From an optimization exercise on the open Yosys and OpenROAD flow, aimed at a short achievable clock period and few clock cycles; shortcuts taken in it are not production practice.
Where RTL was checked, it was by simulation tests only, not by an equivalence proof against the original.
Power and IR drop assume default switching activity.

Design smbus_engine, start of the top module:
module smbus_engine #(
    parameter CAP      = 48,    
    parameter FE_DELAY = 2      
) (
    input  wire        clk,
    input  wire        rst,
    input  wire        cmd_valid,
    output wire        cmd_ready,
    input  wire [7:0]  cmd_op,
    input  wire [3:0]  cmd_bus,
    input  wire [7:0]  cmd_addr,
    input  wire [7:0]  cmd_byte,
    input  wire [15:0] cmd_val16,
    input  wire [7:0]  cmd_t,
    input  wire [1:0]  cmd_datw,
    input  wire [1:0]  cmd_datr,
    input  wire        cmd_ed,
    input  wire        cfg_fast,
    input  wire [4:0]  cfg_nbus,
    input  wire [7:0]  cfg_max_retries,
    output wire        res_valid,
    output wire [3:0]  res_code,
    output wire [15:0] res_val,
    output wire [8:0]  res_size,
    output wire [8:0]  res_entry,
    output wire [7:0]  res_attempt,
    output wire        ev_valid,
    output wire [1:0]  ev_kind,
    output wire [1:0]  ev_reg,
    output wire [31:0] ev_wdata,
    input  wire        ev_ready,
    input  wire [31:0] ev_rdata,
    output wire [5:0]  buf_addr,
    output wire        buf_we,
    output wire [7:0]  buf_wdata,
    input  wire [7:0]  buf_rdata
);
For scale: roughly 1,400 cells after synthesis, roughly 0.016 mm^2 of cells after synthesis.
export LEC_CHECK = 0
export ABC_CLOCK_PERIOD_IN_PS = 2000
export CAP_MARGIN = 20
export CORE_MARGIN = 2
export CORE_UTILIZATION = 40
export PLACE_DENSITY = 0.6
export SETUP_SLACK_MARGIN = 2.8
export SLEW_MARGIN = 20
create_clock -name core_clock -period 5.0 [get_ports {clk}]
run.sh (not shown) runs the stock make flow with config.mk's settings and CLKGATE_MAP_FILE= SYNTH_SCRIPT=/design/flow/synth_recipe.tcl, a recipe that flattens the netlist after the stock synthesis.
Testbench counts at the start, summed over its fixed seeds: cycles 61,126.
Next try:
--- a/flow/design.v
+++ b/flow/design.v
@@ -74,22 +74,20 @@
     reg        rdp;
     reg [7:0]  attempt;
     reg        retry;
     reg [2:0]  ioh;            
     reg [5:0]  ip3;            
     reg        wlast;          
     reg        wnlast;         
     reg [5:0]  k;              
     reg [7:0]  krem;           
     reg        klast;          
-    reg        kdl;            
-    reg        kdone;          
     reg        kstore;         
     reg        sover;          
     reg        k3f;            
     reg        kge4f;          
     reg        noti;           
     reg [3:0]  fe_n;
     reg        fe10;
     reg [8:0]  total;
     reg [10:0] brem;           
     reg        pexp;           
@@ -185,31 +183,30 @@
         if (n_is1)        nw[7:0] = cbyte;
         else if (rdp)     nw[7:0] = {a7, 1'b1};
         else              nw[7:0] = payload;
         nw[20]    = wnlast;                                               
         nw[14]    = wnlast & ed;                                          
         nw[17:16] = wnlast ? (rdp ? datr : datw) : 2'd0;                  
         nw[15]    = (pass == P_FAST) & n_is2;                             
         nw[21]    = ~(nw[22] | nw[20]);                                   
     end
     wire fe       = rd[31];
-    wire tim      = ~noti & ((rd[15] ^ k[3]) | (rd[14] ^ k[2]) | (rd[13] ^ k[1]) | (rd[12] ^ k[0]));
+    wire tim      = ~noti & (rd[15:12] != k[3:0]);
     wire vbad     = rd[10] | rd[9] | rd[8] | rd[11] | rd[30] | tim;
-    wire z8       = ~(rd[7] | rd[6] | rd[5] | rd[4] | rd[3] | rd[2] | rd[1] | rd[0]);
-    wire c_big    = rd[7] | rd[6] | (rd[5] & rd[4] & rd[3] & rd[2]);       
+    wire last_now = klast | (k3f & (rd[7:0] == 8'd0));
+    wire c_big    = (rd[7:0] > 8'd59);
     wire is_disc  = (pass == P_DISC);
     wire good     = ~fe & ~vbad & ~sover;
-    wire f3last   = k3f & z8;                  
     wire to_few   = fe & ~fe10;
-    wire to_main  = good & kdl & ~c_big;
-    wire to_done  = good & (kdone | f3last);
-    wire to_col   = good & ~klast & ~f3last;
+    wire to_main  = good & last_now & is_disc & ~c_big;
+    wire to_done  = good & last_now & ~is_disc;
+    wire to_col   = good & ~last_now;
     wire to_rrd   = ~to_few & ~to_main & ~to_done & ~to_col;
     wire [8:0] cur_size = (pass == P_FAST) ? (kge4f ? total : 9'd3) : {3'd0, pss};
     wire store_pass = (pass == P_MAIN) | (pass == P_FAST) | (pass == P_SINGLE & c_ibr);
     wire [5:0] soff = (pass == P_SINGLE) ? 6'd2 : 6'd3;
     wire [5:0] k1 = k + 6'd1;
     wire [31:0] main_w0 = {4'd0, bus, 1'b1, 1'b1, 1'b0, 1'b0, tl, 2'd0, 1'b0, 1'b0,
                            rd[5:0] + 6'd4, a7, 1'b0};
     reg [3:0] wcode;
     always @(*) begin
         if (w[31])                                wcode = E_FEMPTY;
@@ -305,22 +302,20 @@
                 ioh    <= {ioh[1:0], 1'b0};
                 ip3    <= ip3 + 6'd1;
                 wlast  <= wnlast;
                 wnlast <= (ip3 == pss);
                 baddr  <= baddr + 6'd1;
                 evd    <= nw;
                 if (wlast) begin
                     k      <= 6'd0;
                     krem   <= (pass == P_FAST) ? 8'd255 : {2'd0, pss} - 8'd1;
                     klast  <= (pass != P_FAST) && (pss == 6'd1);
-                    kdl    <= 1'b0;
-                    kdone  <= (pass != P_FAST) && (pss == 6'd1);
                     kstore <= 1'b0;
                     sover  <= 1'b0;
                     k3f    <= 1'b0;
                     kge4f  <= 1'b0;
                     noti   <= 1'b0;
                     fe_n   <= 4'd0;
                     fe10   <= 1'b0;
                     brem   <= budget;
                     pexp   <= 1'b0;
                     s_seq  <= 1'b0;
@@ -348,41 +343,39 @@
                 if (fe) begin
                     fe_n <= fe_n + 4'd1;
                     fe10 <= (fe_n == 4'd9);
                 end else begin
                     fe_n   <= 4'd0;
                     fe10   <= 1'b0;
                     rv     <= c_wd ? {rd[7:0], rv[15:8]} : {8'd0, rd[7:0]};
                     k      <= k1;
                     krem   <= k3f ? rd[7:0] - 8'd1 : krem - 8'd1;
                     klast  <= k3f ? (rd[7:0] == 8'd1) : (krem == 8'd1);
-                    kdl    <= ~k3f & (krem == 8'd1) & is_disc;
-                    kdone  <= k3f ? (rd[7:0] == 8'd1) : (krem == 8'd1) & ~is_disc;
                     kstore <= store_pass & (k1 >= soff);
                     sover  <= store_pass & (k1 >= soff + CAP);
                     k3f    <= (pass == P_FAST) & (k1 == 6'd3);
                     kge4f  <= (pass == P_FAST) & (k1 >= 6'd4);
                     noti   <= (pass == P_FAST) & (k1 >= 6'd3);
                     if (k3f) total <= 9'd4 + {1'b0, rd[7:0]};
                     baddr  <= k - soff;
                     bwd    <= rd[7:0];
                     bwe    <= kstore & ~sover & ~vbad;
                 end
                 s_col <= to_col;
                 s_few <= to_few;
                 s_rrd <= to_rrd;
                 s_seq <= to_main;
                 s_done <= to_done;
                 evv   <= ~to_done;
                 evk   <= to_few ? EV_WAIT : to_main ? EV_WRITE : EV_READ;
                 evr   <= to_few ? R_NONE : to_main ? R_REQ : to_rrd ? R_CS : R_RESP;
-                if (kdl && !fe) begin
+                if (to_main) begin
                     pass   <= P_MAIN;
                     pss    <= rd[5:0] + 6'd4;
                     ioh    <= 3'b001;
                     ip3    <= 6'd3;
                     wlast  <= 1'b0;
                     wnlast <= 1'b0;
                 end
             end
             if (s_few && hs) begin
                 s_few <= 1'b0;
Wire length rose by 12%.
Sequential power is about the same.
Total power went up by 6.1%.
Critical path depth rose by 2.
Register-to-register slack is worse by 310 ps.
Core utilization is higher by 3.5 points.
Clock skew is higher by 8.7 ps.
Global-route usage rises by 2.8 points.
Die area is higher by 0.99%.
Non-clock buffer count goes up by 72.
No functional check of the RTL was part of the second run of this note.

## port drivers added, routing unchanged
No port has a modelled driver above. Below, the same layouts with a new extraction and two added sets of constraints.
Step 1 (the two cells are an assumption about what drives the block):
set clk [get_ports {clk}]
set_driving_cell -lib_cell sky130_fd_sc_hd__clkbuf_16 $clk
set_driving_cell -lib_cell sky130_fd_sc_hd__buf_2 [delete_from_list [all_inputs] $clk]
Step 2, shift: input delay + t, output delay - t, t = (earliest + latest rising clock arrival at the registers) / 2. This alone moves slack from input paths to output paths.
a / b / c = no drivers / after step 1 / after step 2; a / b = the first two.
| run | t (ns) | setup slack, ns | hold slack, ns | cell pins on the clock port's net |
|---|---|---|---|---|
| the first run | 0.575 | 2.721 / 2.730 / 2.155 | 0.521 / 0.521 / 0.521 | 1 |
| the second run | 0.583 | 2.437 / 2.456 / 1.874 | 0.514 / 0.514 / 0.514 | 1 |
After both steps every run listed still meets setup and hold. The setup slack of the first run, which loses most, moves by +0.009 ns with the drivers and by -0.566 ns with both steps.
